What follows belongs to an exercise in optimizing a design on an open flow for a short achievable clock period and few clock cycles; a production flow would make more cautious choices. Only simulation tests tie the RTL to the original design; equivalence was not proved. Power and IR drop assume default switching activity.

## flow/config.mk

```make
export PLATFORM = sky130hd
export DESIGN_NAME = crc_frame_enc
export DESIGN_NICKNAME = crc_frame_enc
export VERILOG_FILES = /design/flow/design.v
export SDC_FILE = /design/flow/constraint.sdc
export NUM_CORES = 4
export LEC_CHECK = 0
export CAP_MARGIN = 20
export CORE_MARGIN = 2
export CORE_UTILIZATION = 35
export PLACE_DENSITY = 0.55
export SLEW_MARGIN = 20
```

## flow/constraint.sdc

```tcl
create_clock -name core_clock -period 6.5 [get_ports {clk}]
set_input_delay 1.3000 -clock core_clock [delete_from_list [all_inputs] [get_ports {clk}]]
set_output_delay 1.3000 -clock core_clock [all_outputs]
set_load 0.01 [all_outputs]
```

## flow/design.v

```verilog
module crc_frame_enc (
    input  wire        clk,
    input  wire        rst,         
    input  wire        cmd_valid,
    output wire        cmd_ready,
    input  wire [15:0] cmd,
    output reg         rsp_valid,
    output reg  [2:0]  rsp_kind,
    output reg  [63:0] rsp_data
);
    localparam [7:0] WRITE_FLAG = 8'h80;
    localparam [7:0] SLOT_A     = 8'h30;
    localparam [7:0] SLOT_B     = 8'h38;
    localparam [2:0] K_OK     = 3'd0;
    localparam [2:0] K_VAL16  = 3'd1;
    localparam [2:0] K_BOOL   = 3'd2;
    localparam [2:0] K_REPORT = 3'd3;
    localparam [2:0] K_END    = 3'd4;
    localparam [2:0] K_STAT   = 3'd5;
    localparam [2:0] K_FAULT  = 3'd6;
    localparam [1:0] PH_LOAD  = 2'd0;
    localparam [1:0] PH_EMIT  = 2'd1;
    localparam [1:0] PH_DONE  = 2'd2;
    localparam [1:0] PH_FAULT = 2'd3;
    localparam [2:0] F_INVALID_SLOT = 3'd1;
    localparam [2:0] F_PAYLOAD_LEN  = 3'd2;
    localparam [2:0] F_SEQUENCE     = 3'd3;
    localparam [2:0] F_ILLEGAL      = 3'd4;
    function [15:0] crc_step;
        input [15:0] c;
        input [7:0]  b;
        integer i;
        reg [15:0] x;
        begin
            x = c ^ {8'h00, b};
            for (i = 0; i < 8; i = i + 1)
                x = x[0] ? ((x >> 1) ^ 16'h8408) : (x >> 1);
            crc_step = x;
        end
    endfunction
    reg        rdy_r;
    reg        a_v;
    reg [15:0] a_cmd;
    assign cmd_ready = rdy_r;
    always @(posedge clk) begin
        rdy_r <= !rst;
        a_v   <= !rst && cmd_valid && rdy_r;
        a_cmd <= cmd;
    end
    wire [7:0] a_op  = a_cmd[15:8];
    wire [7:0] a_arg = a_cmd[7:0];
    wire       a_z   = (a_arg == 8'h00);
    reg        b_v;
    reg        b_rst, b_stat, b_init, b_upd, b_rd, b_chk, b_new;
    reg        b_push, b_slot, b_start, b_next, b_ill;
    reg        b_slotok, b_slotb;    
    reg        b_nz;                 
    reg [7:0]  b_byte;
    reg [15:0] b_mb;                 
    always @(posedge clk) begin
        b_v      <= !rst && a_v;
        b_rst    <= (a_op == 8'h01) && a_z;
        b_stat   <= (a_op == 8'h02) && a_z;
        b_init   <= (a_op == 8'h10) && a_z;
        b_upd    <= (a_op == 8'h11);
        b_rd     <= (a_op == 8'h12) && a_z;
        b_chk    <= (a_op == 8'h13) && a_z;
        b_new    <= (a_op == 8'h20) && a_z;
        b_push   <= (a_op == 8'h21);
        b_slot   <= (a_op == 8'h22);
        b_start  <= (a_op == 8'h23) && a_z;
        b_next   <= (a_op == 8'h24) && a_z;
        b_ill    <= !(((a_op == 8'h01) || (a_op == 8'h02) || (a_op == 8'h10) ||
                       (a_op == 8'h12) || (a_op == 8'h13) || (a_op == 8'h20) ||
                       (a_op == 8'h23) || (a_op == 8'h24)) && a_z) &&
                    (a_op != 8'h11) && (a_op != 8'h21) && (a_op != 8'h22);
        b_slotok <= (a_arg == 8'd1) || (a_arg == 8'd2);
        b_slotb  <= (a_arg == 8'd2);
        b_nz     <= !a_z;
        b_byte   <= a_arg;
        b_mb     <= crc_step(16'h0000, a_arg);
    end
    reg [15:0] crc_r;
    reg [15:0] pcrc;         
    reg [7:0]  pay [0:63];   
    reg [6:0]  wp;
    reg        slot_b;       
    reg        slotv;
    reg [15:0] cks;
    reg        cksv;
    reg [3:0]  seq;
    reg        repv;
    reg [1:0]  phase;
    reg [2:0]  err;
    reg [9:0]  pend;         
    wire ph_load  = (phase == PH_LOAD);
    wire ph_emit  = (phase == PH_EMIT);
    wire ph_done  = (phase == PH_DONE);
    wire ph_fault = (phase == PH_FAULT);
    wire wp_full  = wp[6];
    wire [8:1] chunk_nz;
    genvar g;
    generate
        for (g = 1; g <= 8; g = g + 1) begin : g_nz
            assign chunk_nz[g] = |{pay[7*g+6], pay[7*g+5], pay[7*g+4], pay[7*g+3],
                                   pay[7*g+2], pay[7*g+1], pay[7*g]};
        end
    endgenerate
    wire [9:0] low = pend & ~(pend - 10'd1);
    reg  [3:0] seq_after;    
    integer k;
    always @(*) begin
        seq_after = 4'd0;
        for (k = 0; k < 10; k = k + 1)
            if (low[k]) seq_after = seq_after | (k[3:0] + 4'd1);
    end
    wire f_push  = b_push  && (!ph_load || wp_full);
    wire f_slot  = b_slot  && (!ph_load || !b_slotok);
    wire f_start = b_start && (ph_fault || !wp_full || !slotv);
    wire f_next  = b_next  && (ph_load || ph_fault);
    wire fault   = b_ill || f_push || f_slot || f_start || f_next;
    wire [2:0] fcode =
        b_ill                                  ? F_ILLEGAL      :
        (b_slot && ph_load)                    ? F_INVALID_SLOT :
        ((b_push && ph_load) ||
         (b_start && !ph_fault && !wp_full))   ? F_PAYLOAD_LEN  :
                                                 F_SEQUENCE;
    wire do_clr   = b_v && (b_rst || b_new);
    wire do_push  = b_v && b_push  && !f_push;
    wire do_slot  = b_v && b_slot  && !f_slot;
    wire do_start = b_v && b_start && !f_start;
    wire do_emit  = b_v && b_next  && ph_emit;
    reg        c_v;
    reg [2:0]  c_kind;
    reg [31:0] c_val;        
    reg        c_chk;
    reg        c_rep;
    reg [9:0]  c_sel;
    reg [3:0]  c_s;
    wire [31:0] stat_word = {12'd0, seq, 1'b0, wp, repv, cksv, slotv, err, phase};
    always @(posedge clk) begin
        if (do_push) begin : shift
            integer i;
            for (i = 0; i < 63; i = i + 1)
                pay[i] <= pay[i+1];
            pay[63] <= b_byte;
        end
    end
    always @(posedge clk) begin
        if (rst) begin
            crc_r  <= 16'hFFFF;
            pcrc   <= 16'hFFFF;
            wp     <= 7'd0;
            slot_b <= 1'b0;
            slotv  <= 1'b0;
            cks    <= 16'h0000;
            cksv   <= 1'b0;
            seq    <= 4'd0;
            repv   <= 1'b0;
            phase  <= PH_LOAD;
            err    <= 3'd0;
            pend   <= 10'd0;
        end else begin
            if (b_v && (b_rst || b_init))
                crc_r <= 16'hFFFF;
            else if (b_v && b_upd)
                crc_r <= crc_step(crc_r, 8'h00) ^ b_mb;
            else if (do_start)
                crc_r <= pcrc;
            if (do_clr) begin
                pcrc <= 16'hFFFF;
                wp   <= 7'd0;
            end else if (do_push) begin
                pcrc <= crc_step(pcrc, 8'h00) ^ b_mb;
                wp   <= wp + 7'd1;
            end
            if (do_slot) begin
                slot_b <= b_slotb;
                slotv  <= 1'b1;
            end else if (do_clr)
                slotv  <= 1'b0;
            if (do_start) begin
                cks  <= pcrc;
                cksv <= 1'b1;
            end else if (do_clr)
                cksv <= 1'b0;
            if (do_clr || do_start) begin
                seq  <= 4'd0;
                repv <= 1'b0;
            end else if (do_emit) begin
                seq  <= seq_after;
                repv <= 1'b1;
            end
            if (do_start)
                pend <= {1'b1, chunk_nz, 1'b1};
            else if (do_emit)
                pend <= pend & ~low;
            if (do_clr) begin
                phase <= PH_LOAD;
                err   <= 3'd0;
            end else if (b_v && fault) begin
                if (!ph_fault) begin
                    phase <= PH_FAULT;
                    err   <= fcode;
                end
            end else if (do_start)
                phase <= PH_EMIT;
            else if (do_emit && low[9])
                phase <= PH_DONE;
        end
    end
    always @(posedge clk) begin
        c_v    <= !rst && b_v;
        c_chk  <= b_chk && !fault;
        c_rep  <= b_next && ph_emit && !fault;
        c_sel  <= low;
        c_s    <= seq_after - 4'd1;
        c_kind <= fault                  ? K_FAULT  :
                  b_stat                 ? K_STAT   :
                  b_rd                   ? K_VAL16  :
                  b_chk                  ? K_BOOL   :
                  (b_next && ph_emit)    ? K_REPORT :
                  (b_next && ph_done)    ? K_END    :
                                           K_OK;
        c_val  <= fault       ? {29'd0, fcode} :
                  b_stat      ? stat_word :
                  (b_rd || b_chk) ? {16'd0, crc_r} :
                                32'd0;
    end
    reg [55:0] chunk;
    integer s;
    always @(*) begin
        chunk = {24'd0, cks, (slot_b ? SLOT_B : SLOT_A), pay[63]} & {56{c_sel[9]}};
        for (s = 0; s < 9; s = s + 1)
            chunk = chunk | ({pay[7*s+6], pay[7*s+5], pay[7*s+4], pay[7*s+3],
                              pay[7*s+2], pay[7*s+1], pay[7*s]} & {56{c_sel[s]}});
    end
    always @(posedge clk) begin
        rsp_valid <= !rst && c_v;
        rsp_kind  <= c_kind;
        rsp_data  <= c_rep ? {WRITE_FLAG | {4'd0, c_s}, chunk} :
                     c_chk ? {63'd0, (c_val[15:0] == 16'hF0B8)} :
                             {32'd0, c_val};
    end
endmodule
```

## flow/run.sh

```bash
#!/bin/bash
# synth_recipe.tcl (not shown) runs the flow's synth.tcl, then flattens the netlist and writes it again
# the make line also repeats each setting of config.mk as NAME=value (left out here)
make -C /OpenROAD-flow-scripts/flow DESIGN_CONFIG=/design/flow/config.mk WORK_HOME=/design/flow/orfs CLKGATE_MAP_FILE= SYNTH_SCRIPT=/design/flow/synth_recipe.tcl finish
```

==> impl_metrics.csv <==
group,metric,value,unit
logic_synthesis,syn_area_per_cell,15.0,µm²
clocking,htreeDepth,3,
floorplanning,die_w,281,µm
logic_synthesis,yosysWarnings,2,
logic_synthesis,synth_flop_cell,"edfxtp_1",
setup_path,crit_path_max_fanout,194,
clocking,post_cts_buffers,0,
clocking,cts_hold_buf,0,
logic_synthesis,synth-async-reset-ratio,0,%
global_route,met3_usage,6.58,%
setup_path,critPathLaunchType,"flip-flop",
power_and_ir_drop,combPwrFrac,0.8,%
worst_hold_path,min_to,"rsp_kind[1]",
setup_path,crit_type,"reg2reg",
routing,routedWlPerCell,33.4,µm
worst_hold_path,hold_path_class,"reg2reg",
setup_path,r2r_end,"pay[8][6]",
finish,layout_commonest_cell,"edfxtp_1",
sta,hold_viol_final,0,
finish,num-nets-final,1898,
finish,drive_gt1_share,8.72,%
sta,worst_pin_slew,1.23,ns
sta,setup_tns,0,ns
global_route,use_met2,36.5,%
clocking,max-clock-path-buffers,3,
logic_synthesis,syn_area,26800,µm²
power_and_ir_drop,switching_share,20.3,%
placement,dp.final_hpwl,69.7,mm
power_and_ir_drop,p_per_area,315,nW/µm²
clocking,cts_made_buffers,78,
logic_synthesis,syn-instance-count,1791,
floorplanning,die_area,78800,µm²
finish,area.sequential,20100,µm²
worst_hold_path,hp-start,"c_kind[1]",
logic_synthesis,synth_edf_count,512,
setup_path,required,6.75,ns
power_and_ir_drop,clkPwrFrac,48.2,%
global_route,track_usage,24.4,%
global_route,grt_overflow,0,
sta,final-setup-viol-count,0,
global_route,grt_start_max_net_pins,195,
logic_synthesis,ys_ff_latch,745,
placement,gp_congestion,0.981,
sta,fin_crit_sh,50.5,%
routing,drc,0,
worst_hold_path,min_path_cells,0,
clocking,cts-root-buf,"clkbuf_16",
setup_path,rr_startpoint,"phase[0]",
sta,fmax,0.305,GHz
finish,multi_input_area,6310,µm²
clocking,clk_latency,0.65,ns
power_and_ir_drop,power.switching,0.00201,W
floorplanning,die_y,281,µm
sta,relSlewSlack,17.7,%
setup_path,worstRegToRegCells,6,
finish,most-common-layout-cells,"edfxtp_1, dfxtp_1, nor4_1",
power_and_ir_drop,p_leak,9.30,nW
setup_path,arrival,3.53,ns
clocking,cts.sinks,745,
flow_run,maxCapViolCount,0,
sta,rsz0062_at_grt,"no",
global_route,antenna_found_initial,8,
floorplanning,rows,101,
floorplanning,io_pins,88,
finish,area_growth,17.1,%
floorplanning,coreArea,75800,µm²
logic_synthesis,ys_seq_area_share,74.8,%
global_route,met1_usage,32.7,%
routing,drtIter0Drc,3431,
clocking,post_cts_resized,0,
power_and_ir_drop,power.internal,0.00787,W
sta,finalMaxSlewViolations,0,
setup_path,rrSetupSlack,3.22,ns
power_and_ir_drop,power_frac_seq,51.0,%
global_route,grt_pass1_wl,134,mm
global_route,grt_busiest_layer,"met2",
logic_synthesis,synthDistinctLibCells,61,
clocking,clkSlewWorstSetupHoldPaths,0.06,ns
sta,period_needed,3.28,ns
run_status,status,"finished clean",
placement,placed_area,28600,µm²
routing,drtAntennaViolNets,0,
global_route,grt_pass1_vias,17100,
sta,finalClockSkew,0.0394,ns
finish,fillers,6870,
finish,postLayoutCellArea,31400,µm²
routing,finalWirelength,97.4,mm
power_and_ir_drop,max-vdd-ir-drop,233,µV
clocking,tritoncts,"done",
routing,via_per_inst,6.27,
routing,dr.pass1.iters,8,
routing,vias,18300,
floorplanning,start_util,35.3,%
setup_path,endpoint_kind,"flip-flop",
placement,portBuffers,84,
## critical path: stages, from the launching register on
cell and delay [ns]:
dfxtp_1 0.36, inv_1 0.13, ha_1 0.30, nand4b_1 0.13
buf_4 0.27, inv_16 0.43, buf_12 0.68
## worst max path at each step
stage	from	end	cells after the start
finish	phase[0]	pay[8][6]	6
global route	rst	seq[1]	6
CTS	rst	seq[1]	6
detailed placement	rst	seq[1]	6
global placement	rst	seq[1]	6
floorplan	phase[0]	wp[5]	9
## cell type report
class                           count  share of cell area (%)
Antenna cell                        3                  0.0239
Clock inverter                     44                    1.70
Timing Repair Buffer              101                    3.17
Multi-Input combinational cell    934                    20.1
Clock buffer                      100                    7.01
Tap cell                          978                    3.90
Inverter                           13                   0.207
Sequential cell                   745                    63.9
## synth_stat cells (4+ instances only)
cell type	number	share of area (%)
dfxtp_1	233	17
edfxtp_1	512	57
and3_1	11	0.26
nand4_1	44	1.0
or3_1	6	0.14
buf_1	13	0.18
inv_1	10	0.14
a222oi_1	29	1.1
a21o_1	4	0.11
clkbuf_1	79	1.1
nor3_1	12	0.22
xor2_1	31	1.0
o41ai_1	4	0.13
nor2b_1	4	0.093
ha_1	6	0.28
a21oi_1	47	0.88
or2_2	4	0.093
nor3b_1	7	0.20
xnor2_1	41	1.3
a221oi_1	72	2.4
a31oi_1	40	0.93
o21ai_0	31	0.58
nor2_1	50	0.70
and2_1	10	0.23
o211ai_1	11	0.31
a22oi_1	94	2.6
nor4_1	120	2.8
nand2_1	98	1.4
a211oi_1	4	0.11
nand3_1	31	0.58
a22o_1	89	2.9
## sequential cells by signal (all words and copies together), names as in the netlist, 16 cells and up
signal and count:
a_cmd 16, cks 16, rsp_data 61, crc_r 16
pay 512, pcrc 16, c_val 20
## through the flow
step	instances	setup slack, ns	power, W	utilization (%)	hold WS (ns)
after floorplan	1793	1.27	0.00519	-	0.310
after global placement	2771	2.84	0.00522	37.8	0.312
after detailed placement	2771	2.71	0.00522	37.8	0.313
after CTS	2915	3.36	0.00993	41.4	0.328
after global routing	2915	3.19	0.0101	41.4	0.335
final	2918	3.22	0.00988	41.4	0.326
## per-layer routing
metal | wire [µm] | vias to the layer above
met5 | 31 | -
met4 | 5290 | 4
met3 | 12300 | 251
met2 | 43100 | 1376
met1 | 36700 | 9234
li1 | - | 7425
## power groups by stage
stage          Sequential, W  Combinational (W)  Clock (W)
5_1_grt              0.00504          0.0000817    0.00499
3_3_place_gp         0.00514          0.0000735          0
6_report             0.00504          0.0000753    0.00476
4_1_cts              0.00504          0.0000755    0.00481
3_5_place_dp         0.00515          0.0000749          0
2_1_floorplan        0.00514          0.0000542          0
## cell families after synthesis
group	synth area share, %
other cells	0.0140
compound gates	12.5
fa+ha+maj	0.280
flops	74.8
buf+inv	1.71
simple gates	8.26
xor+xnor	2.35
mux	0.0747
Testbench counts, summed over its fixed seeds: cycles 19,220.

==> what the ideal ports hide <==
In the flow no input, the clock included, has a driving cell. The finished layout below was timed again as built, in two steps. Step 1: set_driving_cell puts a clkbuf_16 on clk and a buf_2 on each other input, an assumption about the parent block. Step 2, shift: input delay + t, output delay - t, t = (earliest + latest rising clock arrival at the registers) / 2. This alone moves slack from input paths to output paths. a / b / c = ideal / step 1 / step 2; a / b = the first two.
t, ns: 0.694
setup WS [ns]: 3.216 / 3.216 / 2.645
hold slack, ns: 0.326 / 0.326 / 0.326
After both steps setup and hold are still met in this run. The setup slack of this run moves by 0.000 ns with the drivers and by -0.571 ns with both steps.
